Source: an optimization exercise on an open RTL-to-GDS flow (aim: small area, a short achievable clock period and few clock cycles per item). Production flows keep margins and buffers that such runs may drop. The RTL was checked by simulation tests, not by an equivalence proof against the original design.

Design lbm_dsp, start of the top module:
module lbm_dsp (
    input  wire         clk,
    input  wire         rst,
    input  wire         in_valid,
    output wire         in_ready,
    input  wire [1:0]   in_op,        
    input  wire         in_mode,      
    input  wire [7:0]   in_raw,       
    input  wire [159:0] in_audio,     
    output reg          out_valid,
    output reg  [6:0]   out_target,
    output wire [15:0]  out_vu,
    output wire [7:0]   out_r,
    output wire [7:0]   out_g,
    output wire [7:0]   out_b
);
Settings: LEC_CHECK=0, ABC_AREA=1, CAP_MARGIN=20, CORE_MARGIN=2, CORE_UTILIZATION=55, SLEW_MARGIN=20; clock period 70.0 ns.
standard.sh (not shown) runs the stock make flow with config.mk's settings and CLKGATE_MAP_FILE= SYNTH_SCRIPT=/design/flow/synth_recipe.tcl, a recipe that flattens the netlist after the stock synthesis.
==> flow/flow/run.sh <==
#!/bin/bash
# The standard layout, with two changes to how it is built:
#  - port buffers are sky130_fd_sc_hd__buf_1 (buffer_ports -buffer_cell)
#    instead of the cell buffer_ports picks by itself;
#  - the resizer's timing repair (floorplan, CTS and global-route steps) aims
#    for a setup slack of 54.9 ns at the design's 70 ns clock, so that it
#    works on the slowest input-to-register paths;
#  - clock tree synthesis adds no dummy loads and builds the tree of
#    sky130_fd_sc_hd__clkbuf_8 only.
# Every tool's output goes to the ORFS logs under orfs/logs; make's own
# output goes to standard.log here.
set -euo pipefail
export BUFFER_PORTS_ARGS="-buffer_cell sky130_fd_sc_hd__buf_1"
export SETUP_SLACK_MARGIN=54.9
export CTS_ARGS="-sink_clustering_enable -repair_clock_nets -dont_use_dummy_load -buf_list sky130_fd_sc_hd__clkbuf_8"
bash standard.sh finish > standard.log 2>&1
The first run completed without violations.
Testbench counts at the start, summed over its fixed seeds: cycles 16,016, items 16,000.
Next try:
==> flow/flow/run.sh (replaced) <==
#!/bin/bash
# The standard layout, with two changes to how it is built:
#  - port buffers are sky130_fd_sc_hd__buf_1 (buffer_ports -buffer_cell)
#    instead of the cell buffer_ports picks by itself;
#  - clock tree synthesis adds no dummy loads and builds the tree of
#    sky130_fd_sc_hd__clkbuf_8 only.
# Every tool's output goes to the ORFS logs under orfs/logs; make's own
# output goes to standard.log here.
set -euo pipefail
export BUFFER_PORTS_ARGS="-buffer_cell sky130_fd_sc_hd__buf_1"
export CTS_ARGS="-sink_clustering_enable -repair_clock_nets -dont_use_dummy_load -buf_list sky130_fd_sc_hd__clkbuf_8 -sink_clustering_size 30"
bash standard.sh finish > standard.log 2>&1
The new run completed with no timing, DRC or antenna violations.
Wire length decreases by 4.6%.
Utilization goes down by 4.0 points.
Hold slack got worse by 12 ps.
Final cell count drops by 1.5%.
Setup slack got worse by 440 ps.
Clock-buffer cell count does not change.
Non-clock buffer count goes down by 21.
Global-route usage stays flat.
Die area stays the same.
Next try:
--- a/flow/flow/run.sh
+++ b/flow/flow/run.sh
@@ -9,4 +9,4 @@
 set -euo pipefail
 export BUFFER_PORTS_ARGS="-buffer_cell sky130_fd_sc_hd__buf_1"
-export CTS_ARGS="-sink_clustering_enable -repair_clock_nets -dont_use_dummy_load -buf_list sky130_fd_sc_hd__clkbuf_8 -sink_clustering_size 30"
+export CTS_ARGS="-sink_clustering_enable -repair_clock_nets -dont_use_dummy_load -buf_list sky130_fd_sc_hd__clkbuf_8"
 bash standard.sh finish > standard.log 2>&1
CORE_UTILIZATION = 75   (was 55)
Outcome: Count of clock-buffer cells in the layout does not change. Sequential cell count does not change. Setup slack gets worse by 4.5 ps. First-iteration DRC count climbs by about 130%. Wire length rose by 3.6%. Critical path depth came out lower by 1. Final area came out lower by 0.84%. Hold slack gets better by 20 ps. Sequential share of layout area grows by 0.20 points.
Next try:
CORE_UTILIZATION = 40   (was 75)
Outcome: Via count came out lower by 6.0%; setup slack gets worse by 47 ps; synthesized cell count stays the same; wire length came out higher by 1.3%.


lbm_dsp, a different RTL version from the one above (not shown whole).
Size: roughly 1800 cells after synthesis, ~150 flip-flops, roughly 0.012 mm2 of cells after synthesis.
Settings: LEC_CHECK=0, ABC_AREA=1, CAP_MARGIN=20, CORE_MARGIN=2, CORE_UTILIZATION=55, SLEW_MARGIN=20; clock period 70.0 ns.
==> flow/flow/run.sh <==
#!/bin/bash
# The standard layout, with two changes to how it is built:
#  - port buffers are sky130_fd_sc_hd__buf_1 (buffer_ports -buffer_cell)
#    instead of the cell buffer_ports picks by itself;
#  - clock tree synthesis adds no dummy loads and builds the tree of
#    sky130_fd_sc_hd__clkbuf_8 only.
# Every tool's output goes to the ORFS logs under orfs/logs; make's own
# output goes to standard.log here.
set -euo pipefail
export BUFFER_PORTS_ARGS="-buffer_cell sky130_fd_sc_hd__buf_1"
export CTS_ARGS="-sink_clustering_enable -repair_clock_nets -dont_use_dummy_load -buf_list sky130_fd_sc_hd__clkbuf_8"
bash standard.sh finish > standard.log 2>&1
The baseline finished clean.
Testbench counts at the start, summed over its fixed seeds: cycles 16,016, items 16,000.
==> next run, changes <==
==> flow/flow/run.sh (replaced) <==
#!/bin/bash
# The standard layout (standard.sh), with three changes to how it is built:
#  - synthesis is the standard one (synth_recipe.tcl and ORFS's synth.tcl,
#    unchanged) except that ABC maps the logic with flow/abc_area.script, an
#    area-oriented &nf mapping, in place of ORFS's abc_area.script. ORFS's
#    scripts are copied to abc_scripts/ with that one file replaced, and
#    only the synth step is run with SCRIPTS_DIR pointing there. Flip-flops
#    are mapped by dfflibmap before ABC runs, so the registers are the
#    standard synthesis's;
#  - port buffers are sky130_fd_sc_hd__buf_1 (buffer_ports -buffer_cell)
#    instead of the cell buffer_ports picks by itself;
#  - clock tree synthesis adds no dummy loads and builds the tree of
#    sky130_fd_sc_hd__clkbuf_8 only.
# Every tool's output goes to the ORFS logs under orfs/logs; make's own
# output goes to synth.log and standard.log here.
set -euo pipefail
rm -rf abc_scripts
cp -r "$FLOW_HOME/scripts" abc_scripts
cp flow/abc_area.script abc_scripts/abc_area.script
export BUFFER_PORTS_ARGS="-buffer_cell sky130_fd_sc_hd__buf_1"
export CTS_ARGS="-sink_clustering_enable -repair_clock_nets -dont_use_dummy_load -buf_list sky130_fd_sc_hd__clkbuf_8"
SCRIPTS_DIR="$PWD/abc_scripts" bash standard.sh synth > synth.log 2>&1
bash standard.sh finish > standard.log 2>&1
==> flow/flow/abc_area.script (new file) <==
strash
&get -n
&dch -f
&nf -R 1000 -p
&put
- SLEW_MARGIN: 20 -> 75
After rerunning:
- synthesized cell count fell by 27%
- critical path depth increases by 1
- global-route usage falls by 0.50 points
- non-clock buffer count increases by 20


lbm_dsp, a different RTL version from the one above (not shown whole).
Size in the first run: ~1900 cells after synthesis, ~14000 um^2 of cells after synthesis.
clock: 70.0 ns
lec_check: 0
abc_area: 1
cap_margin: 20
core_margin: 2
core_utilization: 40
slew_margin: 20
run.sh (not shown) runs the stock make flow with config.mk's settings and CLKGATE_MAP_FILE= SYNTH_SCRIPT=/design/flow/synth_recipe.tcl, a recipe that flattens the netlist after the stock synthesis.
Stock flow here: none of the scripts above is used.
The starting point completed without violations.
Testbench counts at the start, summed over its fixed seeds: cycles 16,024, items 16,000.
==> next run, changes <==
==> flow/flow/run.sh (new file) <==
#!/bin/bash
# The standard layout, with two changes to how it is built:
#  - port buffers are sky130_fd_sc_hd__buf_1 (buffer_ports -buffer_cell)
#    instead of the cell buffer_ports picks by itself;
#  - clock tree synthesis adds no dummy loads.
# Every tool's output goes to the ORFS logs under orfs/logs; make's own
# output goes to standard.log here.
set -euo pipefail
export BUFFER_PORTS_ARGS="-buffer_cell sky130_fd_sc_hd__buf_1"
export CTS_ARGS="-sink_clustering_enable -repair_clock_nets -dont_use_dummy_load"
bash standard.sh finish > standard.log 2>&1
==> flow/standard.sh (new file) <==
#!/bin/bash
# synth_recipe.tcl (not shown) runs the flow's synth.tcl, then flattens the netlist and writes it again
# the make line also repeats each setting of config.mk as NAME=value (left out here)
make -C /OpenROAD-flow-scripts/flow DESIGN_CONFIG=/design/flow/config.mk WORK_HOME=/design/flow/orfs CLKGATE_MAP_FILE= SYNTH_SCRIPT=/design/flow/synth_recipe.tcl "${@:-finish}"
removed: flow/run.sh
Effect: Global-route usage came out lower by 1.0 points. Clock-buffer cell count came out lower by 10. Wire length shrinks by 4.7%. Setup slack is better by 430 ps.


Setup of job 101:
lbm_dsp with an RTL version that a note above also has.
Size in the first run: about 1300 cells after synthesis, about 150 flip-flops, about 220 I/O pins.
==> flow/config.mk <==
export PLATFORM = sky130hd
export DESIGN_NAME = lbm_dsp
export DESIGN_NICKNAME = lbm_dsp
export VERILOG_FILES = /design/flow/design.v
export SDC_FILE = /design/flow/constraint.sdc
export NUM_CORES = 4
export LEC_CHECK = 0
export ABC_AREA = 1
export CAP_MARGIN = 20
export CORE_MARGIN = 2
export CORE_UTILIZATION = 55
export SLEW_MARGIN = 20
==> flow/constraint.sdc <==
create_clock -name core_clock -period 70.0 [get_ports {clk}]
set_input_delay 14.0000 -clock core_clock [delete_from_list [all_inputs] [get_ports {clk}]]
set_output_delay 14.0000 -clock core_clock [all_outputs]
set_load 0.01 [all_outputs]
standard.sh (not shown) runs the stock make flow with config.mk's settings and CLKGATE_MAP_FILE= SYNTH_SCRIPT=/design/flow/synth_recipe.tcl, a recipe that flattens the netlist after the stock synthesis.
==> flow/flow/run.sh <==
#!/bin/bash
# The standard layout (standard.sh), with three changes to how it is built:
#  - synthesis is the standard one (synth_recipe.tcl and ORFS's synth.tcl,
#    unchanged) except that ABC maps the logic with flow/abc_area.script, an
#    area-oriented &nf mapping, in place of ORFS's abc_area.script. ORFS's
#    scripts are copied to abc_scripts/ with that one file replaced, and
#    only the synth step is run with SCRIPTS_DIR pointing there. Flip-flops
#    are mapped by dfflibmap before ABC runs, so the registers are the
#    standard synthesis's;
#  - port buffers are sky130_fd_sc_hd__buf_1 (buffer_ports -buffer_cell)
#    instead of the cell buffer_ports picks by itself;
#  - clock tree synthesis adds no dummy loads and builds the tree of
#    sky130_fd_sc_hd__clkbuf_8 only.
# Every tool's output goes to the ORFS logs under orfs/logs; make's own
# output goes to synth.log and standard.log here.
set -euo pipefail
rm -rf abc_scripts
cp -r "$FLOW_HOME/scripts" abc_scripts
cp flow/abc_area.script abc_scripts/abc_area.script
export BUFFER_PORTS_ARGS="-buffer_cell sky130_fd_sc_hd__buf_1"
export CTS_ARGS="-sink_clustering_enable -repair_clock_nets -dont_use_dummy_load -buf_list sky130_fd_sc_hd__clkbuf_8"
SCRIPTS_DIR="$PWD/abc_scripts" bash standard.sh synth > synth.log 2>&1
bash standard.sh finish > standard.log 2>&1
==> flow/flow/abc_area.script <==
strash
&get -n
&dch -f
&nf -R 1000 -p -E 100
&put
Testbench counts of job 101, summed over its fixed seeds: cycles 16,016, items 16,000.
Setup changes, job 101 to job 102
--- a/flow/flow/run.sh
+++ b/flow/flow/run.sh
@@ -20,2 +20,3 @@
 export BUFFER_PORTS_ARGS="-buffer_cell sky130_fd_sc_hd__buf_1"
+export SETUP_SLACK_MARGIN=54.4
 export CTS_ARGS="-sink_clustering_enable -repair_clock_nets -dont_use_dummy_load -buf_list sky130_fd_sc_hd__clkbuf_8"
==> flow/flow/abc_area.script <==
strash
&get -n
&dch -f
&nf -R 1000 -p
&put
Notes after the runs:
The final layout from job 102, which completed every stage, passed the timing, DRC and antenna checks at the end of the flow. Job 102 vs. job 101: non-clock buffer count rose by 7, die area fell by about 0.4%. Side by side, effective utilization at floorplan turned out lower in job 102 than in job 101. Cell area | job 102 vs job 101 | job 102 larger. Job 102 vs job 101 on hold slack: job 102 is the lower one. [compare] base=job 101 new=job 102: fraction of standard cell area that is sequential went down; wire length reported by the detailed router went up; final setup slack of the worst path went up; signed area change from the synthesized netlist to the final layout went up; signal arrival time at the worst endpoint went down.
The following lists how job 103 was set up differently from job 102:
--- a/flow/flow/run.sh
+++ b/flow/flow/run.sh
@@ -20,3 +20,2 @@
 export BUFFER_PORTS_ARGS="-buffer_cell sky130_fd_sc_hd__buf_1"
-export SETUP_SLACK_MARGIN=54.4
 export CTS_ARGS="-sink_clustering_enable -repair_clock_nets -dont_use_dummy_load -buf_list sky130_fd_sc_hd__clkbuf_8"
--- a/flow/config.mk
+++ b/flow/config.mk
@@ -11,2 +11,2 @@
 export CORE_UTILIZATION = 55
-export SLEW_MARGIN = 20
+export SLEW_MARGIN = 50
[summary]
Job 103 finished every step from synthesis to the final layout, and the layout passed the timing, DRC and antenna checks.
Compared with job 102, job 103 instantiates a smaller number of standard cells.
Job 103 against job 102: number of cells after detailed placement level; final area moved down.
Relative to job 102, total routed wirelength decreased by 670 um in job 103.
On fmax: job 103 sits below job 102.
Total of clock buffers placed in the layout: job 102 vs job 103 identical
Reported for job 103 and job 102, number of sequential cells in the layout turned out identical to the last digit.
### job 103 -> job 104
==> flow/flow/abc_area.script <==
strash
&get -n
&dch -f
&nf -R 1000 -p -F 10 -C 32
&put
--- a/flow/config.mk
+++ b/flow/config.mk
@@ -11,2 +11,2 @@
 export CORE_UTILIZATION = 55
-export SLEW_MARGIN = 50
+export SLEW_MARGIN = 20
Findings:
There was hardly any difference in area after synthesis between job 104 and job 103. Job 104: count of placed standard cells including taps lower than job 103.

afterwards: timing with drivers on the ports:
Ports are ideal in the flow. The routed layouts listed here were re-timed in OpenROAD.
Step 1 assumes that a clkbuf_16 drives the clock port and a buf_2 every other input.
Step 2 times the ports against the registers' clock, not the clock port: input delays grow and output delays shrink by t, the midpoint of the rising clock arrivals with the driver on.
Three values: ideal ports, drivers, drivers and shift; two values: the first two.
run | t, ns | setup WS [ns] | clock arrival spread, ns | worst register clock-pin slew, ns | worst data-port slew with drivers (ns)
the first run of note 1 | 0.478 | 54.583 / 54.578 / 54.100 | 0.022 / 0.022 | 0.08 / 0.08 | 0.07
the second run of note 1 | 0.489 | 54.143 / 54.164 / 53.675 | 0.025 / 0.024 | 0.09 / 0.09 | 0.08
the third run of note 1 | 0.502 | 54.138 / 54.151 / 53.648 | 0.026 / 0.025 | 0.09 / 0.09 | 0.08
the fourth run of note 1 | 0.479 | 54.092 / 54.118 / 53.639 | 0.028 / 0.028 | 0.09 / 0.09 | 0.06
the first run of note 2 | 0.489 | 54.141 / 54.159 / 53.669 | 0.022 / 0.021 | 0.08 / 0.08 | 0.07
the second run of note 2 | 0.492 | 54.314 / 54.330 / 53.838 | 0.024 / 0.024 | 0.08 / 0.08 | 0.05
the first run of note 3 | 0.595 | 54.421 / 54.373 / 54.013 | 0.014 / 0.015 | 0.07 / 0.07 | 0.09
the second run of note 3 | 0.577 | 54.853 / 54.801 / 54.345 | 0.021 / 0.021 | 0.07 / 0.07 | 0.08
job 101 | 0.482 | 53.972 / 53.985 / 53.504 | 0.030 / 0.031 | 0.09 / 0.09 | 0.04
job 102 | 0.485 | 54.485 / 54.510 / 54.024 | 0.023 / 0.023 | 0.08 / 0.08 | 0.05
job 103 | 0.488 | 54.097 / 54.110 / 53.622 | 0.025 / 0.024 | 0.09 / 0.09 | 0.05
job 104 | 0.484 | 53.878 / 53.886 / 53.401 | 0.029 / 0.029 | 0.09 / 0.09 | 0.04
After both steps setup and hold are still met in every run listed. The setup slack of the second run of note 3, which loses most, moves by -0.052 ns with the drivers and by -0.508 ns with both steps.
